Source: an optimization exercise on an open RTL-to-GDS flow (aim: small area). Production flows keep margins and buffers that such runs may drop.
The RTL was checked by simulation tests, not by an equivalence proof against the original design.
Power is estimated from default activity; no workload was simulated.

`design/flow/flow/run.sh`:
```
#!/bin/bash
# Layout flow: the standard flow (standard.sh) with two changes.
#
# 1. Synthesis is the standard flow's synthesis script unchanged except for the ABC
#    script that maps the combinational logic: flow/abc_area.script, an
#    area-oriented mapping (relaxed delay, no buffering or upsizing in ABC;
#    the layout's resizer repairs slew and timing). Flip-flops are mapped
#    before ABC runs, so the registers, their names and cells are the same
#    as the standard synthesis's.
# 2. Layout settings passed to ORFS through the environment: port buffers
#    use the smallest buffer (every port still gets one), and the clock tree
#    uses larger sink clusters and no dummy loads.
#
# Each tool's full output is kept in the ORFS log folder
# (orfs/logs/<platform>/mipsim_core/base/); make's output goes to synth.log and
# standard.log.
set -euo pipefail
cd "$(dirname "$0")/.."
W=$PWD

sed 's|^  log_cmd abc {\*}\$abc_args$|  set abc_args [lreplace $abc_args 1 1 '"$W"'/flow/abc_area.script]\n  log_cmd abc {*}$abc_args|' \
  "$FLOW_HOME/scripts/synth.tcl" > synth_area.tcl
grep -q "flow/abc_area.script" synth_area.tcl
sed "s|\$::env(SCRIPTS_DIR)/synth.tcl|$W/synth_area.tcl|" synth_recipe.tcl > synth_recipe_area.tcl
grep -q "synth_area.tcl" synth_recipe_area.tcl
sed "s|SYNTH_SCRIPT=[^ ]*synth_recipe.tcl|SYNTH_SCRIPT=$W/synth_recipe_area.tcl|" standard.sh > standard_area.sh
grep -q "synth_recipe_area.tcl" standard_area.sh

export BUFFER_PORTS_ARGS="-buffer_cell sky130_fd_sc_hd__buf_1"
export CTS_ARGS="-sink_clustering_enable -repair_clock_nets -sink_clustering_size 30 -sink_clustering_max_diameter 70 -dont_use_dummy_load"

bash standard_area.sh synth > synth.log 2>&1
bash standard.sh finish > standard.log 2>&1
```
`design/flow/flow/abc_area.script`:
```
&get -n
&st
&dch -f
&nf -R 1000 -p
&st
&syn2
&if -g -K 6
&synch2
&nf -R 1000 -p
&st
&syn2
&if -g -K 6
&synch2
&nf -R 1000 -p
&st
&dch -f
&nf -R 1000 -p
&put
topo
stime -c
dnsize -c
```
`design/flow/standard.sh`:
```
#!/bin/bash
# synth_recipe.tcl (not shown) runs the flow's synth.tcl, then flattens the netlist and writes it again
# the make line also repeats each setting of config.mk as NAME=value (left out here)
make -C /OpenROAD-flow-scripts/flow DESIGN_CONFIG=/design/flow/config.mk WORK_HOME=/design/flow/orfs CLKGATE_MAP_FILE= SYNTH_SCRIPT=/design/flow/synth_recipe.tcl "${@:-finish}"
```
`design/flow/config.mk`:
```
export PLATFORM = sky130hd
export DESIGN_NAME = mipsim_core
export DESIGN_NICKNAME = mipsim_core
export VERILOG_FILES = /design/flow/design.v
export SDC_FILE = /design/flow/constraint.sdc
export NUM_CORES = 4
export LEC_CHECK = 0
export CAP_MARGIN = 20
export CORE_MARGIN = 2
export CORE_UTILIZATION = 40
export SETUP_SLACK_MARGIN = 0.2
export SLEW_MARGIN = 20
```
`design/flow/constraint.sdc`:
```
create_clock -name core_clock -period 9.0 [get_ports {clk}]
set_input_delay 1.8000 -clock core_clock [delete_from_list [all_inputs] [get_ports {clk}]]
set_output_delay 1.8000 -clock core_clock [all_outputs]
set_load 0.01 [all_outputs]
```
`design/flow/design.v`:
```
module mipsim_core #(
    parameter BTB_ENTRIES = 16,    
    parameter RAS_DEPTH   = 8,     
    parameter DMEM_AW     = 8      
) (
    input  wire               clk,
    input  wire               rst,           
    input  wire [10:0]        prog_len,      
    output wire [31:0]        pc,            
    input  wire [31:0]        imem_rdata,    
    output wire               dmem_re,       
    output wire               dmem_we,       
    output wire [DMEM_AW-1:0] dmem_addr,     
    output wire [31:0]        dmem_wdata,
    input  wire [31:0]        dmem_rdata,    
    output wire               wb_en,         
    output wire [4:0]         wb_rd,
    output wire [31:0]        wb_data,
    output wire [2:0]         fault,         
    output wire               done           
);
    localparam [2:0] F_NONE = 3'd0, F_REGZERO = 3'd1, F_MEMRANGE = 3'd3,
                     F_UNDERFLOW = 3'd4, F_OVERFLOW = 3'd5;
    reg  [31:0] pc_r;
    reg         stalled_prev;
    reg  [2:0]  fault_r;
    reg         pf_hold;
    reg         f_valid;
    reg  [31:0] f_ir;
    reg         d_valid;
    reg  [7:0]  d_cls;        
    reg  [25:0] d_ir;         
    reg  [11:0] d_fall_s;     
    reg         d_pred;       
    reg  [31:0] d_opa;        
    reg         e_valid;
    reg         e_hd;         
    reg  [4:0]  e_dest;
    reg         e_lw;
    reg         e_sw;
    reg  [31:0] e_result;     
    reg  [DMEM_AW-1:0] e_addr;
    reg         e_inr;        
    reg         m_valid;
    reg         m_w;          
    reg  [4:0]  m_dest;
    reg  [31:0] m_result;
    reg  [31:0] regs [1:31];
    reg  [15:0] btb_vt;
    reg  [7:0]  btb_tag [0:15];   
    reg  [11:0] ras [0:7];        
    reg  [3:0]  ras_sp;
    function automatic [11:0] dec;
        input [31:0] w;
        reg [5:0] op, fn;
        reg r, lo;
        begin
            op = w[31:26];
            fn = w[5:0];
            lo = !op[5];
            r  = lo && !op[3] && !op[2] && !op[1];
            dec = 12'd0;
            dec[0]  = r && fn[5] && !fn[3] && !fn[2];     
            dec[1]  = lo && op[3];                        
            dec[2]  = r && fn[5] && fn[3];                
            dec[3]  = r && fn[2];                         
            dec[4]  = op[5] && !op[4] && !op[3];          
            dec[5]  = op[5] && !op[4] && op[3];           
            dec[6]  = lo && !op[2] && op[1] && !op[0];    
            dec[7]  = lo && !op[2] && op[1] && op[0];     
            dec[8]  = r && !fn[5] && fn[3];               
            dec[9]  = op[5] && op[4] && !op[0];           
            dec[10] = op[5] && op[4] && op[0];            
            dec[11] = lo && op[2];                        
        end
    endfunction
    function automatic [12:0] fall13;
        input [11:0] f;
        fall13 = {(f[11:2] == 10'd0), f};
    endfunction
    localparam I_ADD = 0, I_ADDI = 1, I_SLT = 2, I_XOR = 3, I_LW = 4, I_SW = 5,
               I_J = 6, I_JAL = 7, I_JR = 8, I_CALL = 9, I_RET = 10, I_BLE = 11;
    wire [4:0]  ra_idx = f_ir[25:21];     
    wire [4:0]  rb_idx = d_ir[20:16];     
    reg  [31:0] ra_val, rb_val;
    integer k;
    always @(*) begin
        ra_val = 32'd0;
        rb_val = 32'd0;
        for (k = 1; k < 32; k = k + 1) begin
            ra_val = ra_val | ({32{ra_idx == k}} & regs[k]);
            rb_val = rb_val | ({32{rb_idx == k}} & regs[k]);
        end
    end
    wire w_fault = m_w && (m_dest == 5'd0);
    wire e_mem   = e_valid && (e_lw || e_sw);
    wire m_fault = e_mem && !e_inr;
    wire [31:0] mem_val = e_lw ? dmem_rdata : e_result;
    wire [11:0] dd = {d_cls[7], 3'd0, d_cls[6], 1'b0, d_cls[5:0]};
    wire [4:0]  d_rs = d_ir[25:21];
    wire [4:0]  d_rt = d_ir[20:16];
    wire [4:0]  d_rd = d_ir[15:11];
    wire [31:0] d_imm = {{16{d_ir[15]}}, d_ir[15:0]};
    wire d_alu_r    = dd[I_ADD] | dd[I_SLT] | dd[I_XOR];
    wire d_use_rs   = d_alu_r | dd[I_ADDI] | dd[I_LW] | dd[I_SW] | dd[I_BLE];
    wire d_use_rt   = d_alu_r | dd[I_SW] | dd[I_BLE];
    wire d_has_dest = d_alu_r | dd[I_ADDI] | dd[I_LW] | dd[I_JAL];
    wire [4:0] d_dest = d_alu_r ? d_rd : (dd[I_JAL] ? 5'd31 : d_rt);
    wire e_match_rs = e_hd && (e_dest == d_rs);
    wire e_match_rt = e_hd && (e_dest == d_rt);
    wire [31:0] x_a = e_match_rs ? e_result : d_opa;
    wire [31:0] x_b = e_match_rt ? e_result : rb_val;
    wire stall_e = d_valid && ((d_use_rs && e_match_rs && e_lw) ||
                               (d_use_rt && e_match_rt && e_lw));
    wire exec_e  = d_valid && !stall_e;
    wire        x_cmp_op = dd[I_SLT] | dd[I_BLE];
    wire [31:0] x_bop = dd[I_ADD] ? x_b : (x_cmp_op ? ~x_b : d_imm);
    wire        x_cin = dd[I_SLT];
    wire [32:0] x_sum1 = {x_a, 1'b1} + {x_bop, x_cin};
    wire [31:0] x_sum = x_sum1[32:1];
    wire        x_cmp = (x_a[31] ^ x_b[31]) ? x_a[31] : x_sum[31];
    wire [31:0] x_alu = dd[I_SLT] ? {31'd0, x_cmp} :
                        dd[I_XOR] ? (x_a ^ x_b) : x_sum;
    wire        x_le  = x_cmp;
    wire [12:0] d_fall = fall13(d_fall_s);
    wire [18:0] d_bt = {6'd0, d_fall} + {{1{d_imm[15]}}, d_imm[15:0], 2'b00};
    wire [31:0] d_btarget = {{13{d_bt[18]}}, d_bt};
    wire        ble_e      = exec_e && dd[I_BLE];
    wire        jump_e     = ble_e && (x_le != d_pred);
    wire [31:0] jump_e_tgt = x_le ? d_btarget : {19'd0, d_fall};
    wire [3:0] bu_idx = d_fall[5:2];
    wire [7:0] bu_key = {d_fall[11:6], d_fall[1:0]};
    wire bu_we  = jump_e;
    wire [11:0] fd = dec(f_ir);
    wire [4:0]  f_rs = f_ir[25:21];
    wire [12:0] f_fall = pc_r[12:0];
    wire [18:0] f_bt = {6'd0, f_fall} + {{1{f_ir[15]}}, f_ir[15:0], 2'b00};
    wire [31:0] f_btarget = {{13{f_bt[18]}}, f_bt};
    wire dj_match = d_valid && d_has_dest && (d_dest == f_rs);
    wire ej_match = e_hd && (e_dest == f_rs);
    reg  [31:0] jr_val;
    reg         jr_stall;
    always @(*) begin
        jr_stall = 1'b0;
        if (dj_match && dd[I_JAL])
            jr_val = {19'd0, d_fall};
        else if (ej_match && !e_lw)
            jr_val = e_result;
        else begin
            jr_val = ra_val;
            jr_stall = dj_match || ej_match;
        end
    end
    wire stall_d = f_valid && !stall_e && fd[I_JR] && jr_stall;
    wire dec_d   = f_valid && !stall_e && !stall_d;
    wire [3:0] bl_idx = f_fall[5:2];
    wire [7:0] bl_key = {f_fall[11:6], f_fall[1:0]};
    wire bl_hit_s = btb_vt[bl_idx] && (btb_tag[bl_idx] == bl_key);
    wire bl_pred  = bl_hit_s;
    wire ras_push = dec_d && fd[I_CALL];
    wire ras_pop  = dec_d && fd[I_RET];
    wire d_fault_over  = ras_push && ras_sp[3];
    wire d_fault_under = ras_pop && (ras_sp == 4'd0);
    wire [2:0]  ras_top_idx = ras_sp[2:0] - 3'd1;
    wire [12:0] ras_top = fall13(ras[ras_top_idx]);
    reg         jump_d_req;
    reg  [31:0] jump_d_tgt;
    always @(*) begin
        jump_d_req = 1'b0;
        jump_d_tgt = 32'd0;
        if (fd[I_J] || fd[I_JAL] || fd[I_CALL]) begin
            jump_d_req = 1'b1;
            jump_d_tgt = {pc_r[31:28], f_ir[25:0], 2'b00};
        end else if (fd[I_JR]) begin
            jump_d_req = 1'b1;
            jump_d_tgt = jr_val;
        end else if (fd[I_RET]) begin
            jump_d_req = 1'b1;
            jump_d_tgt = {19'd0, ras_top};
        end else if (fd[I_BLE] && bl_pred) begin
            jump_d_req = 1'b1;
            jump_d_tgt = f_btarget;
        end
    end
    wire jump_d = dec_d && jump_d_req && !jump_e;
    wire fetchable = (pc_r[31:12] == 20'd0) && (pc_r[11:2] < prog_len);
    wire issue     = fetchable && !stalled_prev;
    wire pf_exists = issue || pf_hold;
    wire stalled = stall_e || stall_d;
    wire jumped  = jump_e || jump_d;
    wire window_empty = !pf_hold && !f_valid && !d_valid && !e_valid && !m_valid;
    wire idle = !fetchable && window_empty;
    wire [2:0] fault_now = w_fault       ? F_REGZERO   :
                           m_fault       ? F_MEMRANGE  :
                           d_fault_under ? F_UNDERFLOW :
                           d_fault_over  ? F_OVERFLOW  : F_NONE;
    wire run     = (fault_r == F_NONE);
    wire advance = run && (fault_now == F_NONE) && !idle;
    assign pc         = pc_r;
    assign fault      = fault_r;
    assign done       = run && idle;
    assign wb_en      = run && m_w && !w_fault;
    assign wb_rd      = m_dest;
    assign wb_data    = m_result;
    assign dmem_re    = run && !w_fault && e_valid && e_lw && e_inr;
    assign dmem_we    = run && !w_fault && e_valid && e_sw && e_inr;
    assign dmem_addr  = e_addr;
    assign dmem_wdata = e_result;
    always @(posedge clk) begin
        if (rst)
            fault_r <= F_NONE;
        else if (run && fault_now != F_NONE)
            fault_r <= fault_now;
    end
    always @(posedge clk) begin
        if (rst) begin
            pc_r         <= 32'd0;
            stalled_prev <= 1'b0;
            pf_hold      <= 1'b0;
            f_valid      <= 1'b0;
            d_valid      <= 1'b0;
            e_valid      <= 1'b0;
            e_hd         <= 1'b0;
            m_valid      <= 1'b0;
            m_w          <= 1'b0;
        end else if (advance) begin
            if (jump_e)
                pc_r <= jump_e_tgt;
            else if (jump_d)
                pc_r <= jump_d_tgt;
            else if (!stalled && fetchable)
                pc_r <= {19'd0, pc_r[12:0] + 13'd4};
            stalled_prev <= stalled && !jumped;
            pf_hold      <= pf_exists && stalled && !jumped;
            m_valid <= e_valid;
            m_w     <= e_hd;
            e_valid <= exec_e;
            e_hd    <= exec_e && d_has_dest;
            if (!stall_e)
                d_valid <= dec_d && !jump_e;
            if (!stalled)
                f_valid <= pf_exists && !jumped;
            else if (jump_e)
                f_valid <= 1'b0;
        end
    end
    wire        rf_we  = advance && e_hd && (e_dest != 5'd0);
    always @(posedge clk) begin
        m_dest   <= e_dest;
        m_result <= mem_val;
        e_dest   <= d_dest;
        e_lw     <= dd[I_LW];
        e_sw     <= dd[I_SW];
        e_result <= dd[I_JAL] ? {19'd0, d_fall} : (dd[I_SW] ? x_b : x_alu);
        e_addr   <= x_sum[DMEM_AW+1:2];
        e_inr    <= (x_sum[31:DMEM_AW+2] == 0);
        if (!stall_e) begin
            d_cls  <= {fd[I_BLE], fd[I_JAL], fd[5:0]};
            d_ir   <= f_ir[25:0];
            d_fall_s <= f_fall[11:0];
            d_pred <= fd[I_BLE] && bl_pred;
        end
        if (!stalled)
            f_ir <= imem_rdata;
    end
    wire [4:0]  sh_idx  = stall_e ? d_rs : f_rs;
    wire [31:0] sh_base = stall_e ? d_opa : ra_val;
    always @(posedge clk)
        d_opa <= (rf_we && e_dest == sh_idx) ? mem_val : sh_base;
    wire [31:0] rf_wd = rst ? 32'd0 : mem_val;
    integer i;
    always @(posedge clk) begin
        for (i = 1; i < 32; i = i + 1)
            if (rst || (rf_we && e_dest == i))
                regs[i] <= rf_wd;
    end
    always @(posedge clk) begin
        for (i = 0; i < 16; i = i + 1)
            if (rst || (advance && bu_we && bu_idx == i)) begin
                btb_vt[i]    <= !rst && x_le;
                btb_tag[i]   <= bu_key;
            end
    end
    always @(posedge clk) begin
        if (rst)
            ras_sp <= 4'd0;
        else if (advance) begin
            if (ras_push)
                ras_sp <= ras_sp + 4'd1;
            else if (ras_pop)
                ras_sp <= ras_sp - 4'd1;
        end
    end
    always @(posedge clk) begin
        if (advance && ras_push)
            ras[ras_sp[2:0]] <= f_fall[11:0];
    end
endmodule
```
==> parameters.txt <==
Parameter                              Value

Status
  Outcome  no timing/DRC/antenna violations

Critical path
  CP Capture Type    register
  Critical path class    reg2reg
  Peak fanout along the critical path    9
  Required time reported for the critical path endpoint    9.41 ns
  Startpoint type of the worst setup path    register
  Data arrival time of the critical path    8.95 ns
  Top cell family by delay on the critical path    simple AND/OR/NAND/NOR gates
  WP buf/inv    9
  Start point of the critical path    d_ir[18]$_DFFE_PN_
  CP max stage delay    0.52 ns
  R2R Path Start    d_ir[18]$_DFFE_PN_
  Most used cell along the critical path    sky130_fd_sc_hd__buf_4
  Cell with the biggest individual delay on the critical path    sky130_fd_sc_hd__edfxtp_1

Die
  Initial Utilization    0.403
  Core Footprint    156000 sq um
  Cell Rows    145
  Die Outline Area    161000 sq um
  Die height    401 microns
  Number of primary I/O pins    193
  Horizontal die dimension    401 microns

Routing
  Vias per Instance    7.54
  Starting DRT DRC Count    14813
  Top layer used by detailed routing    met5
  Met2 wire length    131 mm
  Via Count    54697
  Detailed-route DRC error count    0
  Routed wire length    330 mm
  Number of search-and-repair iterations in the first detailed-routing pass    14
  Detailed-route wire length per cell    45.6 microns
  Met1 wire length    113 mm
  Residual antenna-violating net count after detailed routing    0
  Met3 wire length    58.3 mm

Timing
  Total count of max-transition violations in the final report    0
  Highest achievable clock rate    0.117 GHz
  Minimum clock period after layout    8.54 ns
  Post-route worst setup slack    0.456 ns
  Worst Max-Slew Pin Slew    1.28 ns
  Remaining max-slew budget at the tightest pin    0.138
  RSZ-0062 raised after global routing    no
  Setup TNS Final    0 ns
  Final worst-path cycle share    0.949
  Clock skew    0.128 ns
  Count of endpoints failing hold in the final timing report    0
  Number of endpoints failing setup at the final stage    0

Power
  Static Leak    0.0248 uW
  Cell area power density    250 nW/um^2
  Total power    18200 uW
  IR drop worst, VDD    0.198 mV

Worst hold path
  Worst hold path class    reg2reg
  HP Start    m_valid$_SDFFE_PP0P_

Finish
  Share of cells above drive strength 1    0.130
  Multi-input gate area in the final layout    20500 sq um
  Layout overhead on the synthesized area    15.5%
  FF/Latch Area    43000 sq um
  Most common cell after layout, fill and taps aside    sky130_fd_sc_hd__edfxtp_1
  Core Util, Final    0.465
  Post-Layout Cell Count    7250
  Final nets    5322
  Leading cell types in the layout, fill and taps excluded    sky130_fd_sc_hd__edfxtp_1, sky130_fd_sc_hd__buf_4, sky130_fd_sc_hd__nand2_1, sky130_fd_sc_hd__a222oi_1, sky130_fd_sc_hd__a22oi_1
  FILL cells    13858

Synthesis
  Number of distinct library cells after synthesis    59
  Total nets after synthesis    4636
  Instance count of the mapped netlist    4484
  Cell Area, Synth    63000 sq um
  Share of synthesized registers carrying an async set or reset    0
  Post-synth EDFFs    1343
  Post-synth top flop    sky130_fd_sc_hd__edfxtp_1
  Synth warn    3
  Post-synthesis sequential area ratio    0.682
  Seq cells post-synth    1475
  Synth Area per Inst    14.1 sq um

Placement
  Pre-CTS setup slack    0.234 ns
  Placed Instances    7096
  Port Buffer Count    192
  Final weighted congestion in routability-driven placement    1.03
  DP Wirelength    214 mm

CTS
  Clock Path Buffers    3
  Maximum level of the CTS H-tree    3
  Number of buffers inserted for hold repair after clock tree synthesis    0
  TritonCTS clock tree    yes
  Cell chosen for the clock root    sky130_fd_sc_hd__clkbuf_16
  Clock slew at reported path FFs    0.07 ns
  Number of buffers added by the clock tree synthesis step    102
  Worst-Skew Late Latency    0.83 ns
  Clock net sink count    1475

Global route
  Final global-route overflow total    0
  Number of antenna violations at the first check in global routing    28
  Via count of the first global-routing pass    49871
  Gr usage total    0.397
  Pin count of the biggest net entering global routing    47
  First-pass GRT wire length    436 mm

Run
  Count of maximum capacitance violations    0
## final timing paths
| check | endpoint | slack (ns) | depth (start not counted) |
|---|---|---|---|
| worst max-delay path | btb_tag[5][7]$_DFFE_PP_ | 0.46 | 39 |
| worst min-delay path | m_valid$_SDFFE_PP0P_ | 0.46 | 2 |
| worst max register to register | btb_tag[5][7]$_DFFE_PP_ | 0.46 | 39 |
| worst min register to register | m_valid$_SDFFE_PP0P_ | 0.46 | 2 |
## cells in the mapped netlist (all sizes together) (70+ instances only)
cell type / count / share of area
dfxtp: 132 / 0.042
a221oi: 70 / 0.0097
xnor2: 75 / 0.010
nand2: 396 / 0.024
nand3: 137 / 0.011
a22oi: 307 / 0.037
a22o: 80 / 0.011
nand4: 158 / 0.016
edfxtp: 1343 / 0.64
a21oi: 187 / 0.015
nor2: 306 / 0.018
a222oi: 345 / 0.055
ha: 71 / 0.014
clkinv: 84 / 0.0050
o21ai: 260 / 0.021
## sequential cells by signal, summed over array words and instances, names as in the netlist, 3 cells and up
register and count:
e_addr 8, btb_tag 128, regs 992, d_ir 26, m_result 32, ras 96
ras_sp 4, e_dest 5, d_cls 8, e_result 32, m_dest 5, pc_r 32
btb_vt 16, f_ir 32, fault_r 3, d_fall_s 12, d_opa 32
## stage by stage
stage	hold WS, ns	area [sq um]
2_1_floorplan	0.366	63300
3_3_place_gp	0.445	69800
3_5_place_dp	0.454	69800
4_1_cts	0.464	72400
5_1_grt	0.484	72700
6_report	0.462	72800
## area by class of cell
cell class | count | share of cell area
flip-flops and latches | 1475 | 0.590
multi-input cells | 2925 | 0.282
clock buffers | 102 | 0.0351
repair buffers | 582 | 0.0517
diodes | 24 | 0.000825
inverters | 84 | 0.00433
well taps | 2058 | 0.0354
## worst reg2reg max path: cells and delay by family, from the launching register on
kind | cells | cell delay, ns
multiplexers | 1 | 0.42
adder cells (fa/ha/maj) | 1 | 0.41
AND/OR/NAND/NOR | 12 | 2.37
AO/OA/AOI/OAI | 14 | 2.31
buffers and inverters | 9 | 1.77
flip-flops | 1 | 0.52
XOR/XNOR | 2 | 0.42
## layer usage
metal / track usage / vias to the layer above
li1: - / 20217
met4: 0.267 / 24
met3: 0.175 / 1534
met5: 0.00297 / -
met2: 0.540 / 6256
met1: 0.506 / 26666
## cells by family (layout without fill, tap and decap cells)
logic type / Yosys count / after routing / synth area share
flops: 1475 / 1475 / 0.682
compound gates: 1413 / 1413 / 0.168
simple gates: 1210 / 1210 / 0.0895
mux: 115 / 115 / 0.0247
xor+xnor: 112 / 112 / 0.0156
buf+inv: 84 / 768 / 0.00500
fa+ha+maj: 75 / 75 / 0.0154
other cells: 0 / 24 / 0
## report_power, final
| group | switching [uW] | internal (uW) | leakage (uW) |
|---|---|---|---|
| registers | 928 | 8990 | 0.0148 |
| logic | 2860 | 1090 | 0.00877 |
| clock network | 2330 | 1990 | 0.00126 |
## what timing repair did
item / 4_1_cts / 5_1_grt
hold endpoints to repair: 0 / 0
setup endpoints to repair: 2 / 181
setup buffers: 0 / 25
gates resized for setup: 1 / 34
pin swaps: 0 / 16

separate check: timing with driven ports:
In the flow no input, the clock included, has a driving cell. The finished layout below was timed again as built, in two steps.
Step 1, drivers: a clkbuf_16 drives clk and a buf_2 each remaining input, both assumed.
Step 2 moves the port delays by t, midway between the first and last clock arrival at a register: inputs arrive t later, outputs are due t later. That takes back most of the time a late clock gives input paths.
Three values: no drivers, after step 1, after step 2; two values: the first two.
shift t [ns]: 0.849
slack for setup (ns): 0.456 / 0.456 / 0.456
cell pins on the clock port's net: 1
After both steps this run still meets setup and hold. The setup slack of this run moves by 0.000 ns with the drivers and by 0.000 ns with both steps.
